Source: an optimization exercise on an open RTL-to-GDS flow (aim: small area, a short achievable clock period and few clock cycles). Production flows keep margins and buffers that such runs may drop.
The RTL was checked by simulation tests, not by an equivalence proof against the original design.
Power and IR drop assume default switching activity.

File: run.sh
#!/bin/bash
# synth_recipe.tcl (not shown) runs the flow's synth.tcl, then flattens the netlist and writes it again
# the make line also repeats each setting of config.mk as NAME=value (left out here)
make -C /OpenROAD-flow-scripts/flow DESIGN_CONFIG=/design/flow/config.mk WORK_HOME=/design/flow/orfs CLKGATE_MAP_FILE= SYNTH_SCRIPT=/design/flow/synth_recipe.tcl finish
File: config.mk
export PLATFORM = sky130hd
export DESIGN_NAME = pple
export DESIGN_NICKNAME = pple
export VERILOG_FILES = /design/flow/design.v
export SDC_FILE = /design/flow/constraint.sdc
export NUM_CORES = 4
export LEC_CHECK = 0
export CAP_MARGIN = 20
export CORE_MARGIN = 2
export CORE_UTILIZATION = 30
export PLACE_DENSITY = 0.4
export SLEW_MARGIN = 20
File: constraint.sdc
create_clock -name core_clock -period 17.0 [get_ports {clk}]
set_input_delay 3.4000 -clock core_clock [delete_from_list [all_inputs] [get_ports {clk}]]
set_output_delay 3.4000 -clock core_clock [all_outputs]
set_load 0.01 [all_outputs]
File: design.v
module pple (
    input  wire        clk,
    input  wire        rst,
    input  wire        host_wr,
    input  wire        host_rd,
    input  wire [11:0] host_addr,
    input  wire [31:0] host_wdata,
    output reg  [31:0] host_rdata,
    output wire        busy,
    output reg         mem_req,
    output reg         mem_we,
    output reg  [11:0] mem_addr,
    output reg  [31:0] mem_wdata,
    input  wire        mem_gnt,
    input  wire [31:0] mem_rdata
);
    localparam [13:0] MEM_WORDS = 14'd4096;
    localparam integer DEPTH = 3;
    localparam [7:0] OK          = 8'd0;
    localparam [7:0] ERR_CMD     = 8'd1;
    localparam [7:0] ERR_PAL     = 8'd2;
    localparam [7:0] ERR_DEPTH   = 8'd3;
    localparam [7:0] ERR_DIM     = 8'd4;
    localparam [7:0] ERR_PARAM   = 8'd5;
    localparam [7:0] ERR_RANGE   = 8'd6;
    localparam [7:0] ERR_ADDR    = 8'd7;
    localparam [7:0] ERR_OVERLAP = 8'd8;
    localparam [7:0] OP_NOP    = 8'h00;
    localparam [7:0] OP_GETPIX = 8'h01;
    localparam [7:0] OP_SETPIX = 8'h02;
    localparam [7:0] OP_UNPACK = 8'h10;
    localparam [7:0] OP_EXPAND = 8'h11;
    localparam [7:0] OP_NARROW = 8'h12;
    localparam [7:0] OP_THRESH = 8'h13;
    localparam [7:0] OP_MAP    = 8'h20;
    localparam [7:0] OP_MAPM   = 8'h21;
    localparam [2:0] S_IDLE = 3'd0;
    localparam [2:0] S_CHK1 = 3'd1;
    localparam [2:0] S_MUL  = 3'd2;
    localparam [2:0] S_CHK2 = 3'd3;
    localparam [2:0] S_RUN  = 3'd4;
    localparam [2:0] CV_UNP1 = 3'd0;    
    localparam [2:0] CV_UNP2 = 3'd1;    
    localparam [2:0] CV_EXP2 = 3'd2;    
    localparam [2:0] CV_EXP4 = 3'd3;    
    localparam [2:0] CV_NAR  = 3'd4;    
    localparam [2:0] CV_THR1 = 3'd5;    
    localparam [2:0] CV_THRN = 3'd6;    
    reg [31:0] cmd_r;
    reg [7:0]  status;
    reg [8:1]  faults;
    reg [31:0] seq;
    reg [31:0] x_r, y_r, val_r, nlev_r;
    reg [31:0] vmap0, vmap1, vmap2, vmap3;
    reg [31:0] src_base, src_w, src_h;
    reg [5:0]  src_d;
    reg [31:0] dst_base, dst_w, dst_h;
    reg [5:0]  dst_d;
    reg        dst_pal;
    reg [31:0] msk_base, msk_w, msk_h;
    reg [7:0]  lut [0:255];
    reg [2:0]  state;
    reg        busy_r;
    assign busy = busy_r;
    function legal_depth(input [5:0] d);
        legal_depth = (d == 6'd1) || (d == 6'd2) || (d == 6'd4) ||
                      (d == 6'd8) || (d == 6'd16) || (d == 6'd32);
    endfunction
    function [2:0] log2d(input [5:0] d);
        case (d)
            6'd1:    log2d = 3'd0;
            6'd2:    log2d = 3'd1;
            6'd4:    log2d = 3'd2;
            6'd8:    log2d = 3'd3;
            6'd16:   log2d = 3'd4;
            default: log2d = 3'd5;
        endcase
    endfunction
    function [31:0] wpl(input [31:0] w, input [5:0] d);
        reg [37:0] bits;
        begin
            bits = {6'd0, w} << log2d(d);
            bits = bits + 38'd31;
            wpl  = legal_depth(d) ? bits[36:5] : 32'd0;
        end
    endfunction
    wire [31:0] src_wpl = wpl(src_w, src_d);
    wire [31:0] dst_wpl = wpl(dst_w, dst_d);
    wire [31:0] msk_wpl = wpl(msk_w, 6'd1);
    wire [7:0] op   = cmd_r[7:0];
    wire [1:0] rs   = cmd_r[9:8];
    wire       flag = cmd_r[8];
    reg decode_ok;
    always @(*) begin
        case (op)
            OP_NOP, OP_UNPACK, OP_EXPAND, OP_MAP, OP_MAPM:
                decode_ok = (cmd_r[31:8] == 0);
            OP_GETPIX, OP_SETPIX:
                decode_ok = (cmd_r[31:10] == 0) && (rs != 2'd3);
            OP_NARROW, OP_THRESH:
                decode_ok = (cmd_r[31:9] == 0);
            default:
                decode_ok = 1'b0;
        endcase
    end
    reg [31:0] r_base, r_w, r_h, r_wpl;
    reg [5:0]  r_d;
    always @(*) begin
        case (rs)
            2'd0:    begin r_base = src_base; r_w = src_w; r_h = src_h; r_d = src_d;  r_wpl = src_wpl; end
            2'd1:    begin r_base = dst_base; r_w = dst_w; r_h = dst_h; r_d = dst_d;  r_wpl = dst_wpl; end
            default: begin r_base = msk_base; r_w = msk_w; r_h = msk_h; r_d = 6'd1;   r_wpl = msk_wpl; end
        endcase
    end
    wire is_pix  = (op == OP_GETPIX) || (op == OP_SETPIX);
    wire is_conv = (op == OP_UNPACK) || (op == OP_EXPAND) || (op == OP_NARROW) || (op == OP_THRESH);
    wire is_map  = (op == OP_MAP) || (op == OP_MAPM);
    wire is_mapm = (op == OP_MAPM);
    wire src_dims = (src_w != 0) && (src_h != 0);
    wire dst_dims = (dst_w != 0) && (dst_h != 0);
    wire msk_dims = (msk_w != 0) && (msk_h != 0);
    reg pair_ok;
    always @(*) begin
        case (op)
            OP_UNPACK: pair_ok = (src_d == 6'd1 && (dst_d == 6'd2 || dst_d == 6'd4 ||
                                                    dst_d == 6'd8 || dst_d == 6'd16)) ||
                                 (src_d == 6'd2 && dst_d == 6'd8);
            OP_EXPAND: pair_ok = (src_d == 6'd2 || src_d == 6'd4) && dst_d == 6'd8;
            OP_NARROW: pair_ok = (src_d == 6'd16) && dst_d == 6'd8;
            default:   pair_ok = (src_d == 6'd8) && (dst_d == 6'd1 || dst_d == 6'd2 ||
                                                     dst_d == 6'd4 || dst_d == 6'd8);
        endcase
    end
    wire [8:0] max_levels = 9'd1 << dst_d[3:0];
    wire thresh_param_bad = (dst_d != 6'd1) &&
                            ((nlev_r < 32'd2) || (nlev_r > {23'd0, max_levels}) || flag);
    reg [7:0] pre_code;
    always @(*) begin
        pre_code = OK;
        if (!decode_ok)
            pre_code = ERR_CMD;
        else begin
            case (op)
                OP_NOP: pre_code = OK;
                OP_GETPIX, OP_SETPIX: begin
                    if (!legal_depth(r_d))                      pre_code = ERR_DEPTH;
                    else if (r_w == 0 || r_h == 0)              pre_code = ERR_DIM;
                    else if (x_r >= r_w || y_r >= r_h)          pre_code = ERR_RANGE;
                end
                OP_UNPACK, OP_EXPAND, OP_NARROW, OP_THRESH: begin
                    if (!pair_ok)                               pre_code = ERR_DEPTH;
                    else if (!src_dims || dst_w != src_w || dst_h != src_h)
                                                                pre_code = ERR_DIM;
                    else if (op == OP_THRESH && thresh_param_bad)
                                                                pre_code = ERR_PARAM;
                end
                OP_MAP: begin
                    if (dst_pal)                                pre_code = ERR_PAL;
                    else if (dst_d != 6'd8 && dst_d != 6'd32)   pre_code = ERR_DEPTH;
                    else if (!dst_dims)                         pre_code = ERR_DIM;
                end
                default: begin  
                    if (dst_pal)                                pre_code = ERR_PAL;
                    else if (dst_d != 6'd8 && dst_d != 6'd32)   pre_code = ERR_DEPTH;
                    else if (!dst_dims || !msk_dims)            pre_code = ERR_DIM;
                end
            endcase
        end
    end
    reg [31:0] a_base, a_h, a_wpl, b_base, b_h, b_wpl;
    always @(*) begin
        if (is_pix) begin
            a_base = r_base;   a_h = r_h;   a_wpl = r_wpl;
            b_base = r_base;   b_h = y_r;   b_wpl = r_wpl;
        end else if (is_conv) begin
            a_base = src_base; a_h = src_h; a_wpl = src_wpl;
            b_base = dst_base; b_h = dst_h; b_wpl = dst_wpl;
        end else begin
            a_base = dst_base; a_h = dst_h; a_wpl = dst_wpl;
            b_base = msk_base; b_h = msk_h; b_wpl = msk_wpl;
        end
    end
    reg  [25:0] prod_a, prod_b;
    reg  [1:0]  mk;
    wire        small_h = (a_h[12:4] == 9'd0) && (b_h[12:4] == 9'd0);
    wire [15:0] a_h16 = {3'd0, a_h[12:0]};
    wire [15:0] b_h16 = {3'd0, b_h[12:0]};
    wire [1:0]  nib_i = (state == S_CHK1) ? (small_h ? 2'd0 : 2'd3) : mk;
    wire [3:0]  nib_a = a_h16[{nib_i, 2'b00} +: 4];
    wire [3:0]  nib_b = b_h16[{nib_i, 2'b00} +: 4];
    wire [25:0] acc_a = (state == S_CHK1) ? 26'd0 : {prod_a[21:0], 4'd0};
    wire [25:0] acc_b = (state == S_CHK1) ? 26'd0 : {prod_b[21:0], 4'd0};
    wire [25:0] mul_a = acc_a + a_wpl[12:0] * nib_a;
    wire [25:0] mul_b = acc_b + b_wpl[12:0] * nib_b;
    wire a_ok = (a_h[31:13] == 0) && (a_wpl[31:13] == 0);
    wire b_ok = (b_h[31:13] == 0) && (b_wpl[31:13] == 0);
    wire [32:0] a_end = {1'b0, a_base} + {7'd0, prod_a};
    wire [32:0] b_end = {1'b0, b_base} + {7'd0, prod_b};
    wire a_in = a_ok && (a_end <= {19'd0, MEM_WORDS});
    wire b_in = b_ok && (b_end <= {19'd0, MEM_WORDS});
    wire ab_ovl = ({1'b0, a_base} < b_end) && ({1'b0, b_base} < a_end);
    reg [7:0] fin_code;
    always @(*) begin
        fin_code = OK;
        if (is_pix) begin
            if (!a_in) fin_code = ERR_ADDR;
        end else if (op == OP_MAP) begin
            if (!a_in) fin_code = ERR_ADDR;
        end else begin
            if (!a_in || !b_in) fin_code = ERR_ADDR;
            else if (ab_ovl)    fin_code = ERR_OVERLAP;
        end
    end
    reg        m_conv, m_map, m_mapm, m_pix, m_get, m_d32;
    reg [31:0] fd [0:DEPTH-1];
    reg [11:0] fa [0:DEPTH-1];
    reg [3:0]  fs [0:DEPTH-1];
    reg [1:0]  cnt;
    reg        rv, rv_mask;          
    reg [11:0] rv_addr;
    reg [3:0]  rv_sel;
    reg        bus_mask;             
    reg [3:0]  bus_sel;
    reg        wpend;                
    reg [11:0] waddr;
    reg [11:0] rg_addr;
    reg [12:0] rg_cnt;
    reg        rg_done;
    reg [12:0] rg_y, rg_wc;
    reg [17:0] rg_x;
    reg [11:0] mrow;
    reg [31:0] mword;
    reg        mw_valid, mw_wait;
    reg [3:0]  pad_sel;
    reg        cu_done;
    reg [2:0]  cv;
    reg [2:0]  ldd;
    reg [4:0]  pin;
    reg [4:0]  rot_oh;
    reg [3:0]  sps_m1;
    reg [2:0]  spd_m1;
    reg [5:0]  ob;
    reg        expn;
    reg        inv;
    reg        wb;
    reg [7:0]  thr_m;
    reg [17:0] cu_rem;
    reg [12:0] cu_rows;
    reg [3:0]  ss;
    reg [2:0]  g;
    reg [4:0]  pos;
    reg [31:0] acc;
    reg [11:0] cu_daddr;
    reg        mp;
    reg [15:0] hr;
    reg [4:0]  amt;
    reg [4:0]  amt2;
    reg        pph;
    reg [31:0] pmask;
    wire [31:0] hd = fd[0];
    wire        hv = (cnt != 2'd0);
    wire [7:0] idx0 = !busy_r ? host_addr[9:2] : (mp ? hd[15:8] : hd[31:24]);
    wire [7:0] idx1 = mp ? hd[7:0] : hd[23:16];
    wire [7:0] lut0 = lut[idx0];
    wire [7:0] lut1 = lut[idx1];
    wire free       = !mem_req || mem_gnt;
    wire wslot_free = !wpend && !(mem_req && mem_we && !mem_gnt);
    wire rv_data    = rv && !rv_mask;
    wire        lin_mode = m_conv || m_pix;
    wire [12:0] d_wpl13  = dst_wpl[12:0];
    wire        last_wc  = (rg_wc == d_wpl13 - 13'd1);
    wire        last_y   = (rg_y == dst_h[12:0] - 13'd1);
    wire        y_out    = (msk_h[31:13] == 0) && ({19'd0, rg_y} >= msk_h);
    wire [31:0] x32      = {14'd0, rg_x};
    wire        x_out    = (x32 >= msk_w);
    wire [3:0]  m_in;
    assign m_in[3] = (x32 < msk_w);
    assign m_in[2] = (x32 + 32'd1 < msk_w);
    assign m_in[1] = (x32 + 32'd2 < msk_w);
    assign m_in[0] = (x32 + 32'd3 < msk_w);
    wire [3:0]  pad_now  = last_wc ? pad_sel : 4'hf;
    wire [3:0]  msel     = m_in & {mword[31], mword[30], mword[29], mword[28]};
    wire [3:0]  sel8     = pad_now & (m_mapm ? msel : 4'hf);
    wire        sel32    = !m_mapm || (m_in[3] && mword[31]);
    wire [3:0]  rsel     = m_d32 ? {4{sel32}} : sel8;
    wire rg_skiprow  = m_mapm && x_out;
    wire rg_needmask = m_mapm && !mw_valid;
    wire map_active  = m_map && !rg_done && !(m_mapm && y_out);
    wire want_mask   = map_active && !rg_skiprow && rg_needmask && !mw_wait;
    wire want_data   = lin_mode ? (rg_cnt != 13'd0)
                                : (map_active && !rg_skiprow && !rg_needmask && (rsel != 4'd0));
    wire       pop;
    wire [2:0] occ    = {1'b0, cnt} + {2'd0, rv_data} + {2'd0, (mem_req && !mem_we && !bus_mask)};
    wire       credit = (occ < DEPTH + {2'd0, pop});
    wire rd_go_data = (state == S_RUN) && free && !wpend && want_data && credit;
    wire rd_go_mask = (state == S_RUN) && free && !wpend && want_mask && !want_data;
    wire rd_go      = rd_go_data || rd_go_mask;
    wire [11:0] rd_addr = rd_go_mask ? (mrow + rg_x[16:5]) : rg_addr;
    function [7:0] tq(input [7:0] s, input [7:0] m);
        reg [16:0] p, f;
        begin
            p  = s * m + 17'd127;
            f  = (p + 17'd1 + (p >> 8)) >> 8;
            tq = f[7:0];
        end
    endfunction
    wire [7:0] q0 = tq(hd[31:24], thr_m);
    wire [7:0] q1 = tq(hd[23:16], thr_m);
    reg [31:0] sv;
    integer p;
    always @(*) begin
        sv = 32'd0;
        case (cv)
            CV_UNP1: begin
                case (ldd)
                    3'd1: for (p = 0; p < 16; p = p + 1)
                              sv[31-2*p -: 2] = hd[31-p] ? vmap1[1:0] : vmap0[1:0];
                    3'd2: for (p = 0; p < 8; p = p + 1)
                              sv[31-4*p -: 4] = hd[31-p] ? vmap1[3:0] : vmap0[3:0];
                    3'd3: for (p = 0; p < 4; p = p + 1)
                              sv[31-8*p -: 8] = hd[31-p] ? vmap1[7:0] : vmap0[7:0];
                    default: for (p = 0; p < 2; p = p + 1)
                              sv[31-16*p -: 16] = hd[31-p] ? vmap1[15:0] : vmap0[15:0];
                endcase
            end
            CV_UNP2: begin
                for (p = 0; p < 4; p = p + 1)
                    case (hd[31-2*p -: 2])
                        2'd0:    sv[31-8*p -: 8] = vmap0[7:0];
                        2'd1:    sv[31-8*p -: 8] = vmap1[7:0];
                        2'd2:    sv[31-8*p -: 8] = vmap2[7:0];
                        default: sv[31-8*p -: 8] = vmap3[7:0];
                    endcase
            end
            CV_EXP2: begin
                for (p = 0; p < 4; p = p + 1)
                    sv[31-8*p -: 8] = {4{hd[31-2*p -: 2]}};
            end
            CV_EXP4: begin
                for (p = 0; p < 4; p = p + 1)
                    sv[31-8*p -: 8] = {2{hd[31-4*p -: 4]}};
            end
            CV_NAR:
                sv = wb ? {hd[31:24], hd[15:8], 16'd0} : {hd[23:16], hd[7:0], 16'd0};
            CV_THR1:
                sv = {hd[31] ^ inv, hd[23] ^ inv, hd[15] ^ inv, hd[7] ^ inv, 28'd0};
            default: begin
                case (ldd)
                    3'd1:    sv = {q0[1:0], q1[1:0], 28'd0};
                    3'd2:    sv = {q0[3:0], q1[3:0], 24'd0};
                    default: sv = {q0, q1, 16'd0};
                endcase
            end
        endcase
    end
    wire        row_end  = (cu_rem <= {13'd0, pin});
    wire [5:0]  vbits    = row_end ? ({1'b0, cu_rem[4:0]} << ldd) : 6'd32;
    wire [31:0] tmask    = ~(32'hffffffff >> vbits);
    wire [31:0] svm      = sv & tmask;
    wire [31:0] placed   = svm >> pos;
    wire        cv_wr    = expn || (g == spd_m1) || row_end;
    wire        cv_pop   = (ss == sps_m1) || row_end;
    wire [31:0] cv_word  = expn ? svm : (acc | placed);
    wire [3:0]  hsel = fs[0];
    wire [31:0] map_word = m_d32 ? {hr, lut0, hd[7:0]}
                                 : {hsel[3] ? hr[15:8] : hd[31:24],
                                    hsel[2] ? hr[7:0]  : hd[23:16],
                                    hsel[1] ? lut0     : hd[15:8],
                                    hsel[0] ? lut1     : hd[7:0]};
    wire cv_step  = m_conv && hv && !cu_done && (!cv_wr || wslot_free);
    wire map_step = m_map && hv && (!mp || wslot_free);
    wire pix_rot  = m_pix && hv && !cu_done && (amt != 5'd0);
    wire pix_fin  = m_pix && hv && !cu_done && (amt == 5'd0) && (m_get || pph) && (m_get || wslot_free);
    wire pix_ins  = m_pix && hv && !cu_done && (amt == 5'd0) && !m_get && !pph;
    wire        cu_wr    = (state == S_RUN) &&
                           ((cv_step && cv_wr) || (map_step && mp) || (pix_fin && !m_get));
    wire [31:0] cu_word  = m_conv ? cv_word : m_map ? map_word : hd;
    wire [11:0] cu_waddr = m_conv ? cu_daddr : fa[0];
    assign pop = (state == S_RUN) && ((cv_step && cv_pop) || (map_step && mp) || pix_fin);
    wire [4:0]  amt_oh  = amt & (~amt + 5'd1);
    wire [4:0]  rot_sel = m_pix ? amt_oh : rot_oh;
    wire        rot_now = (state == S_RUN) && ((cv_step && !cv_pop) || pix_rot);
    reg  [31:0] hd_rot;
    always @(*) begin
        case (rot_sel)
            5'b00001: hd_rot = {hd[30:0], hd[31]};
            5'b00010: hd_rot = {hd[29:0], hd[31:30]};
            5'b00100: hd_rot = {hd[27:0], hd[31:28]};
            5'b01000: hd_rot = {hd[23:0], hd[31:24]};
            default:  hd_rot = {hd[15:0], hd[31:16]};
        endcase
    end
    wire all_done = (m_map ? rg_done : cu_done) && (cnt == 2'd0) && !rv && !wpend &&
                    (!mem_req || (mem_gnt && mem_we));
    always @(posedge clk) begin
        if (host_wr && !host_rd && !busy_r && host_addr[11:10] == 2'b10 && !rst)
            lut[host_addr[9:2]] <= host_wdata[7:0];
    end
    integer i;
    always @(posedge clk) begin
        if (rst) begin
            cnt <= 2'd0;
        end else begin
            cnt <= cnt - {1'b0, pop} + {1'b0, rv_data};
        end
        for (i = 0; i < DEPTH; i = i + 1) begin
            if (pop) begin
                if (i + 1 < cnt) begin
                    fd[i] <= fd[(i + 1) % DEPTH];
                    fa[i] <= fa[(i + 1) % DEPTH];
                    fs[i] <= fs[(i + 1) % DEPTH];
                end else if (rv_data && i + 1 == cnt) begin
                    fd[i] <= mem_rdata;
                    fa[i] <= rv_addr;
                    fs[i] <= rv_sel;
                end
            end else if (rv_data && i == cnt) begin
                fd[i] <= mem_rdata;
                fa[i] <= rv_addr;
                fs[i] <= rv_sel;
            end else if (i == 0 && rot_now) begin
                fd[0] <= hd_rot;
            end else if (i == 0 && pix_ins && state == S_RUN) begin
                fd[0] <= (hd & ~pmask) | (val_r & pmask);
            end
        end
    end
    wire [2:0]  pl     = log2d(r_d);
    wire [5:0]  pd     = 6'd1 << pl;
    wire [4:0]  pr1    = ((x_r[4:0] << pl) + pd[4:0]);
    wire [31:0] pxw    = x_r >> (3'd5 - pl);
    wire [2:0]  sl     = log2d(src_d);
    wire [2:0]  dl     = log2d(dst_d);
    always @(posedge clk) begin
        if (rst) begin
            cmd_r    <= 32'd0;
            status   <= 8'd0;
            faults   <= 8'd0;
            seq      <= 32'd0;
            x_r      <= 32'd0;
            y_r      <= 32'd0;
            val_r    <= 32'd0;
            nlev_r   <= 32'd0;
            vmap0    <= 32'd0;
            vmap1    <= 32'd0;
            vmap2    <= 32'd0;
            vmap3    <= 32'd0;
            src_base <= 32'd0;
            src_w    <= 32'd0;
            src_h    <= 32'd0;
            src_d    <= 6'd0;
            dst_base <= 32'd0;
            dst_w    <= 32'd0;
            dst_h    <= 32'd0;
            dst_d    <= 6'd0;
            dst_pal  <= 1'b0;
            msk_base <= 32'd0;
            msk_w    <= 32'd0;
            msk_h    <= 32'd0;
            host_rdata <= 32'd0;
            state    <= S_IDLE;
            busy_r   <= 1'b0;
            mem_req  <= 1'b0;
            mem_we   <= 1'b0;
            mem_addr <= 12'd0;
            mem_wdata <= 32'd0;
            rv       <= 1'b0;
            rv_mask  <= 1'b0;
            wpend    <= 1'b0;
            m_conv   <= 1'b0;
            m_map    <= 1'b0;
            m_mapm   <= 1'b0;
            m_pix    <= 1'b0;
            m_get    <= 1'b0;
            rg_done  <= 1'b1;
            rg_cnt   <= 13'd0;
            cu_done  <= 1'b1;
            mp       <= 1'b0;
            mw_valid <= 1'b0;
            mw_wait  <= 1'b0;
        end else begin
            rv      <= mem_req && mem_gnt && !mem_we;
            rv_mask <= bus_mask;
            rv_addr <= mem_addr;
            rv_sel  <= bus_sel;
            if (rv && rv_mask) begin
                mword    <= mem_rdata;
                mw_valid <= 1'b1;
                mw_wait  <= 1'b0;
            end
            case (state)
                S_IDLE: begin
                    if (host_rd) begin
                        case (host_addr[11:2])
                            10'h000: host_rdata <= cmd_r;
                            10'h001: host_rdata <= {24'd0, status};
                            10'h002: host_rdata <= {23'd0, faults, 1'b0};
                            10'h003: host_rdata <= seq;
                            10'h004: host_rdata <= x_r;
                            10'h005: host_rdata <= y_r;
                            10'h006: host_rdata <= val_r;
                            10'h007: host_rdata <= nlev_r;
                            10'h008: host_rdata <= vmap0;
                            10'h009: host_rdata <= vmap1;
                            10'h00a: host_rdata <= vmap2;
                            10'h00b: host_rdata <= vmap3;
                            10'h010: host_rdata <= src_base;
                            10'h011: host_rdata <= src_w;
                            10'h012: host_rdata <= src_h;
                            10'h013: host_rdata <= {26'd0, src_d};
                            10'h014: host_rdata <= src_wpl;
                            10'h018: host_rdata <= dst_base;
                            10'h019: host_rdata <= dst_w;
                            10'h01a: host_rdata <= dst_h;
                            10'h01b: host_rdata <= {23'd0, dst_pal, 2'd0, dst_d};
                            10'h01c: host_rdata <= dst_wpl;
                            10'h020: host_rdata <= msk_base;
                            10'h021: host_rdata <= msk_w;
                            10'h022: host_rdata <= msk_h;
                            10'h024: host_rdata <= msk_wpl;
                            default: host_rdata <= (host_addr[11:10] == 2'b10) ? {24'd0, lut0} : 32'd0;
                        endcase
                    end else if (host_wr) begin
                        case (host_addr[11:2])
                            10'h000: begin
                                cmd_r  <= host_wdata;
                                seq    <= seq + 32'd1;
                                state  <= S_CHK1;
                                busy_r <= 1'b1;
                            end
                            10'h002: faults   <= faults & ~host_wdata[8:1];
                            10'h004: x_r      <= host_wdata;
                            10'h005: y_r      <= host_wdata;
                            10'h006: val_r    <= host_wdata;
                            10'h007: nlev_r   <= host_wdata;
                            10'h008: vmap0    <= host_wdata;
                            10'h009: vmap1    <= host_wdata;
                            10'h00a: vmap2    <= host_wdata;
                            10'h00b: vmap3    <= host_wdata;
                            10'h010: src_base <= host_wdata;
                            10'h011: src_w    <= host_wdata;
                            10'h012: src_h    <= host_wdata;
                            10'h013: src_d    <= host_wdata[5:0];
                            10'h018: dst_base <= host_wdata;
                            10'h019: dst_w    <= host_wdata;
                            10'h01a: dst_h    <= host_wdata;
                            10'h01b: begin
                                dst_d   <= host_wdata[5:0];
                                dst_pal <= host_wdata[8];
                            end
                            10'h020: msk_base <= host_wdata;
                            10'h021: msk_w    <= host_wdata;
                            10'h022: msk_h    <= host_wdata;
                            default: ;
                        endcase
                    end
                end
                S_CHK1: begin
                    prod_a <= mul_a;
                    prod_b <= mul_b;
                    mk     <= 2'd2;
                    if (pre_code != OK) begin
                        status <= pre_code;
                        faults[pre_code[3:0]] <= 1'b1;
                        state  <= S_IDLE;
                        busy_r <= 1'b0;
                    end else if (op == OP_NOP) begin
                        status <= OK;
                        state  <= S_IDLE;
                        busy_r <= 1'b0;
                    end else
                        state <= small_h ? S_CHK2 : S_MUL;
                end
                S_MUL: begin
                    prod_a <= mul_a;
                    prod_b <= mul_b;
                    mk     <= mk - 2'd1;
                    if (mk == 2'd0)
                        state <= S_CHK2;
                end
                S_CHK2: begin
                    if (fin_code != OK) begin
                        status <= fin_code;
                        faults[fin_code[3:0]] <= 1'b1;
                        state  <= S_IDLE;
                        busy_r <= 1'b0;
                    end else begin
                        state   <= S_RUN;
                        m_conv  <= is_conv;
                        m_map   <= is_map;
                        m_mapm  <= is_mapm;
                        m_pix   <= is_pix;
                        m_get   <= (op == OP_GETPIX);
                        m_d32   <= (dst_d == 6'd32);
                        rg_addr <= is_pix ? (r_base[11:0] + prod_b[11:0] + pxw[11:0]) :
                                   is_map ? dst_base[11:0] : src_base[11:0];
                        rg_cnt  <= is_pix ? 13'd1 : is_conv ? prod_a[12:0] : 13'd0;
                        rg_done <= !is_map;
                        rg_y    <= 13'd0;
                        rg_wc   <= 13'd0;
                        rg_x    <= 18'd0;
                        mrow    <= msk_base[11:0];
                        mw_valid <= 1'b0;
                        mw_wait  <= 1'b0;
                        case (dst_w[1:0])
                            2'd1:    pad_sel <= 4'b1000;
                            2'd2:    pad_sel <= 4'b1100;
                            2'd3:    pad_sel <= 4'b1110;
                            default: pad_sel <= 4'b1111;
                        endcase
                        cu_done  <= is_map;
                        mp       <= 1'b0;
                        cu_rem   <= src_w[17:0];
                        cu_rows  <= src_h[12:0];
                        cu_daddr <= dst_base[11:0];
                        ss       <= 4'd0;
                        g        <= 3'd0;
                        pos      <= 5'd0;
                        acc      <= 32'd0;
                        ldd      <= dl;
                        inv      <= flag;
                        wb       <= flag;
                        thr_m    <= (dst_d == 6'd1) ? 8'd1 : (nlev_r[7:0] - 8'd1);
                        amt      <= pr1;
                        amt2     <= 5'd0 - pr1;
                        pph      <= 1'b0;
                        pmask    <= (pl == 3'd5) ? 32'hffffffff : ((32'd1 << pd) - 32'd1);
                        expn     <= 1'b1;
                        spd_m1   <= 3'd0;
                        ob       <= 6'd32;
                        case (op)
                            OP_UNPACK: begin
                                if (src_d == 6'd1) begin
                                    cv     <= CV_UNP1;
                                    pin    <= 5'd16 >> (dl - 3'd1);
                                    rot_oh <= 5'd16 >> (dl - 3'd1);
                                    sps_m1 <= (4'd1 << dl) - 4'd1;
                                end else begin
                                    cv     <= CV_UNP2;
                                    pin    <= 5'd4;
                                    rot_oh <= 5'd8;
                                    sps_m1 <= 4'd3;
                                end
                            end
                            OP_EXPAND: begin
                                cv     <= (src_d == 6'd2) ? CV_EXP2 : CV_EXP4;
                                pin    <= 5'd4;
                                rot_oh <= (src_d == 6'd2) ? 5'd8 : 5'd16;
                                sps_m1 <= (src_d == 6'd2) ? 4'd3 : 4'd1;
                            end
                            OP_NARROW: begin
                                cv     <= CV_NAR;
                                pin    <= 5'd2;
                                rot_oh <= 5'd16;
                                sps_m1 <= 4'd0;
                                expn   <= 1'b0;
                                spd_m1 <= 3'd1;
                                ob     <= 6'd16;
                            end
                            default: begin  
                                expn <= 1'b0;
                                if (dst_d == 6'd1) begin
                                    cv     <= CV_THR1;
                                    pin    <= 5'd4;
                                    rot_oh <= 5'd16;
                                    sps_m1 <= 4'd0;
                                    spd_m1 <= 3'd7;
                                    ob     <= 6'd4;
                                end else begin
                                    cv     <= CV_THRN;
                                    pin    <= 5'd2;
                                    rot_oh <= 5'd16;
                                    sps_m1 <= 4'd1;
                                    spd_m1 <= (dst_d == 6'd2) ? 3'd7 : (dst_d == 6'd4) ? 3'd3 : 3'd1;
                                    ob     <= {1'b0, dst_d[3:0], 1'b0};
                                end
                            end
                        endcase
                    end
                end
                S_RUN: begin
                    if (free) begin
                        if (wpend) begin
                            mem_req  <= 1'b1;
                            mem_we   <= 1'b1;
                            mem_addr <= waddr;
                            wpend    <= 1'b0;
                        end else if (rd_go) begin
                            mem_req  <= 1'b1;
                            mem_we   <= 1'b0;
                            mem_addr <= rd_addr;
                            bus_mask <= rd_go_mask;
                            bus_sel  <= rsel;
                            if (cu_wr) begin
                                wpend <= 1'b1;
                                waddr <= cu_waddr;
                            end
                        end else if (cu_wr) begin
                            mem_req  <= 1'b1;
                            mem_we   <= 1'b1;
                            mem_addr <= cu_waddr;
                        end else begin
                            mem_req  <= 1'b0;
                            mem_we   <= 1'b0;
                        end
                    end else if (cu_wr) begin
                        wpend <= 1'b1;
                        waddr <= cu_waddr;
                    end
                    if (cu_wr)
                        mem_wdata <= cu_word;
                    if (lin_mode) begin
                        if (rd_go_data) begin
                            rg_addr <= rg_addr + 12'd1;
                            rg_cnt  <= rg_cnt - 13'd1;
                        end
                    end else if (m_map && !rg_done) begin
                        if (m_mapm && y_out) begin
                            rg_done <= 1'b1;
                        end else if (rg_skiprow || (!rg_needmask && (rd_go_data || rsel == 4'd0))) begin
                            if (rg_skiprow || last_wc) begin
                                if (last_y)
                                    rg_done <= 1'b1;
                                rg_y     <= rg_y + 13'd1;
                                rg_wc    <= 13'd0;
                                rg_x     <= 18'd0;
                                rg_addr  <= rg_addr + d_wpl13[11:0] - rg_wc[11:0];
                                mrow     <= mrow + msk_wpl[11:0];
                                mw_valid <= 1'b0;
                            end else begin
                                rg_wc   <= rg_wc + 13'd1;
                                rg_addr <= rg_addr + 12'd1;
                                if (m_d32) begin
                                    rg_x  <= rg_x + 18'd1;
                                    mword <= {mword[30:0], 1'b0};
                                    if (rg_x[4:0] == 5'd31) mw_valid <= 1'b0;
                                end else begin
                                    rg_x  <= rg_x + 18'd4;
                                    mword <= {mword[27:0], 4'd0};
                                    if (rg_x[4:2] == 3'd7) mw_valid <= 1'b0;
                                end
                            end
                        end else if (rd_go_mask) begin
                            mw_wait <= 1'b1;
                        end
                    end
                    if (cv_step) begin
                        if (row_end) begin
                            cu_rem  <= src_w[17:0];
                            cu_rows <= cu_rows - 13'd1;
                            if (cu_rows == 13'd1)
                                cu_done <= 1'b1;
                            ss  <= 4'd0;
                            g   <= 3'd0;
                            pos <= 5'd0;
                        end else begin
                            cu_rem <= cu_rem - {13'd0, pin};
                            ss  <= cv_pop ? 4'd0 : ss + 4'd1;
                            g   <= cv_wr ? 3'd0 : g + 3'd1;
                            pos <= cv_wr ? 5'd0 : pos + ob[4:0];
                        end
                        if (cv_wr) begin
                            acc      <= 32'd0;
                            cu_daddr <= cu_daddr + 12'd1;
                        end else
                            acc <= cv_word;
                    end
                    if (map_step) begin
                        mp <= !mp;
                        if (!mp)
                            hr <= {lut0, lut1};
                    end
                    if (pix_rot)
                        amt <= amt & ~amt_oh;
                    if (pix_ins) begin
                        pph <= 1'b1;
                        amt <= amt2;
                    end
                    if (pix_fin) begin
                        cu_done <= 1'b1;
                        if (m_get)
                            val_r <= hd & pmask;
                    end
                    if (all_done) begin
                        state   <= S_IDLE;
                        busy_r  <= 1'b0;
                        status  <= OK;
                        m_conv  <= 1'b0;
                        m_map   <= 1'b0;
                        m_mapm  <= 1'b0;
                        m_pix   <= 1'b0;
                    end
                end
                default: state <= S_IDLE;
            endcase
        end
    end
endmodule
==> notes.md <==
[synth_stat cells (all sizes together) (122+ instances only)]
master / count
a31oi: 156
fa: 183
nor2b: 186
mux4: 1081
and2: 276
ha: 509
buf: 280
xnor2: 352
a211oi: 466
a311oi: 143
a21oi: 1236
mux2i: 535
clkbuf: 1146
mux2: 208
a21o: 125
o22ai: 122
nand3: 298
nand2: 2214
nand4: 180
o21ai: 404
xor2: 170
inv: 436
nor2: 1090
edfxtp: 2565
a22oi: 264
nor3: 188
dfxtp: 743
[power by group through the flow]
stage | combinational (mW) | clock (mW) | sequential [mW]
6_report | 0.773 | 8.90 | 8.70
5_1_grt | 0.802 | 9.33 | 8.70
4_1_cts | 0.773 | 9.05 | 8.70
3_5_place_dp | 0.773 | 0 | 8.87
3_3_place_gp | 0.773 | 0 | 8.87
2_1_floorplan | 0.351 | 0 | 8.87
[stage by stage]
| stage | cells | total power, mW | hold WS [ps] |
|---|---|---|---|
| 3_5_place_dp | 24800 | 9.65 | 416 |
| 2_1_floorplan | 17000 | 9.22 | 400 |
| 3_3_place_gp | 24800 | 9.65 | 409 |
| 4_1_cts | 25600 | 18.5 | 427 |
| 5_1_grt | 25600 | 18.8 | 432 |
| 6_report | 25600 | 18.4 | 419 |
[metal layers]
layer | track usage (%) | wire, um
met3 | 4.31 | 61000
met4 | 13.1 | 52500
met2 | 42.0 | 406000
met5 | 0 | 319
met1 | 34.7 | 367000
[final timing paths]
check,startpoint,end,slack (ps),cells after the start
setup / recovery,cmd_r[4],thr_m[4],5550,24
hold / removal,bus_sel[1],rv_sel[1],420,0
setup reg to reg,cmd_r[4],thr_m[4],5550,24
hold reg to reg,bus_sel[1],rv_sel[1],420,0
[cells by family after synthesis]
kind of cell | count (synthesis)
buf+inv | 1867
fa+ha+maj | 692
other cells | 1
xor+xnor | 522
simple gates | 4930
compound gates | 3812
mux | 1824
flops | 3308
[final cells by class]
type / instances / area [sq um] / share of cell area (%)
Inverter: 441 / 1660 / 0.757
Clock buffer: 538 / 11000 / 5.00
Sequential cell: 3308 / 91900 / 41.9
Tap cell: 8613 / 10800 / 4.92
Clock inverter: 205 / 2290 / 1.05
Multi-Input combinational cell: 11800 / 95500 / 43.6
Antenna cell: 34 / 85.1 / 0.0388
Timing Repair Buffer: 697 / 5990 / 2.73
==> qor.txt <==
Crit-path max cell delay - 940 ps
CTS H-tree depth - 5
Fin. max-slew vios - 0
Post-synthesis xor/xnor area fraction - 2.37%
Finished Cell Area - 219,000 sq um
CTS tree - done
Via count - 148,000
CP startpoint kind - flip-flop
Yosys reg bits - 3,308
Psw - 4.36 mW
CTS buffer count - 403
Warnings, synthesis - 4
Fraction of registers with async set/reset - 0%
CP Cell Sequence - nor4_1 > nand3_4 > or2_2 > o221a_2 > ha_1 > nor2b_1 > o31a_1 > o21ai_0 > a31oi_1 > a211oi_1 > nor2_1 > a311o_1 > xnor2_1 > ha_1 > nand4_1 > a311oi_1 > o221ai_1 > a221o_1 > a21oi_1 > nor4b_2 > or4b_2 > buf_4 > nor2_4 > buf_4
Initial Utilization - 30.1%
Final WS setup - 5550 ps
Post-synthesis mux area share - 16.6%
Post-CTS Resized - 0
Final hold violation count - 0
CP max-delay cell - nor4_1
Die Area - 652,000 sq um
I/O pin cnt - 160
First-pass iteration count of the detailed router - 6
Fraction of layout cells with a size suffix above 1 - 16.1%
Drc violations - 0
Worst-skew pair later-pin latency - 1130 ps
Cell Rows - 295
Reg clk slew, reported paths - 60 ps
Distinct cells, synth - 119
Static leakage - 72.7 nW
WL/cell - 34.6 um
Routed Antenna Nets - 0
IO Port Bufs - 157
Post-CTS Setup Bufs - 0
Slew at the pin closest to its max-slew limit - 1330 ps
Most common cell after layout, fill and taps aside - edfxtp_1
# clock sinks - 3,308
CP Capture Type - flip-flop
Detailed placer's ending HPWL - 620,000 um
Clk root buf - clkbuf_16
GRT Util Overall - 26.3%
Grt ovf - 0
Fmax - 87.3 MHz
Post-Synth Simple-Gate Area - 11.5%
Post-CTS Hold Buffers - 0
Period Utilization, post-route - 67.4%
PD cells - 83.9 nW/um^2
Share of the yosys chip area belonging to registers - 47.5%
Final nets - 17,400
Relative slew slack - 10.7%
Worst Hold Class - reg2reg
Core ar. - 644,000 sq um
Synth Area in Adders - 5.18%
Max reg flops - 2,048
Final setup vio count - 0
Setup Total Neg Slack - 0 ps
Clk pwr share - 48.4%
Kind of critical path - reg2reg
Filler cells - 64,200
Clk buf depth - 4
Post-synth EDFFs - 2,565
Pre-CTS setup slack - 5900 ps
Worst EP arrival - 12,120 ps
Combinational Power Share - 4.2%
Reg power frac - 47.4%
Routed WL - 887,000 um
Die Width - 807 um
P&R area growth vs syn - 13.2%
Outcome - complete, no violations
Worst EP required - 17,670 ps
Mapped Area - 194,000 sq um
Bufs and invs on worst path - 2
Gpl congestion - 0.982
RSZ-0062 raised after global routing - false
Net Sw Frac - 23.7%
Initial DRC Count - 16,800
Internal power - 14.0 mW
Largest family of logic cells by synthesized area - multiplexers
Max cap viols - 0
Largest area contributor in the netlist - edfxtp_1
Top cells by area, synth - edfxtp_1, mux4_2, dfxtp_1
Max FO, Critical Path - 53
Peak supply drop - 0.0872 mV
Post-DP Area - 206,000 sq um
Crit path max-delay family - simple AND/OR/NAND/NOR gates
First-pass GRT wire length - 1,210,000 um
Compound-gate portion of the synthesized area - 13.2%
Avg Vias per Cell - 5.79
Largest net degree at the start of global routing - 173
Mean Syn Cell Area - 11.4 sq um
Crit path time final - 11,450 ps
Initial antenna violation count - 67
Most frequent cells in the layout - edfxtp_1, nand2_1, a21oi_1
Synth top area share - 39.8%
Main synth FF type - edfxtp_1
Layout Skew - 72.0 ps
Number of global-route vias before repair - 144,000
Post-Route Utilization - 34.0%
Post-Syn Instances - 17,000
Die H - 807 um
Testbench counts, summed over its fixed seeds: cycles 185,753.

-- static timing again, ports no longer ideal --
How much do the figures lean on ideal ports? The routed layout below was timed once more, with nothing changed but the port constraints.
Step 1 (the two cells are an assumption about what drives the block):
set clk [get_ports {clk}]
set_driving_cell -lib_cell sky130_fd_sc_hd__clkbuf_16 $clk
set_driving_cell -lib_cell sky130_fd_sc_hd__buf_2 [delete_from_list [all_inputs] $clk]
Step 2 moves the port delays by t, midway between the first and last clock arrival at a register: inputs arrive t later, outputs are due t later. That takes back most of the time a late clock gives input paths.
Three values: ideal ports, drivers, drivers and shift; two values: the first two.
t (ns): 1.191
slack for setup (ns): 5.548 / 5.548 / 5.548
pins driven straight from the clock port: 1
After both steps this run still meets setup and hold. The setup slack of this run moves by 0.000 ns with the drivers and by 0.000 ns with both steps.
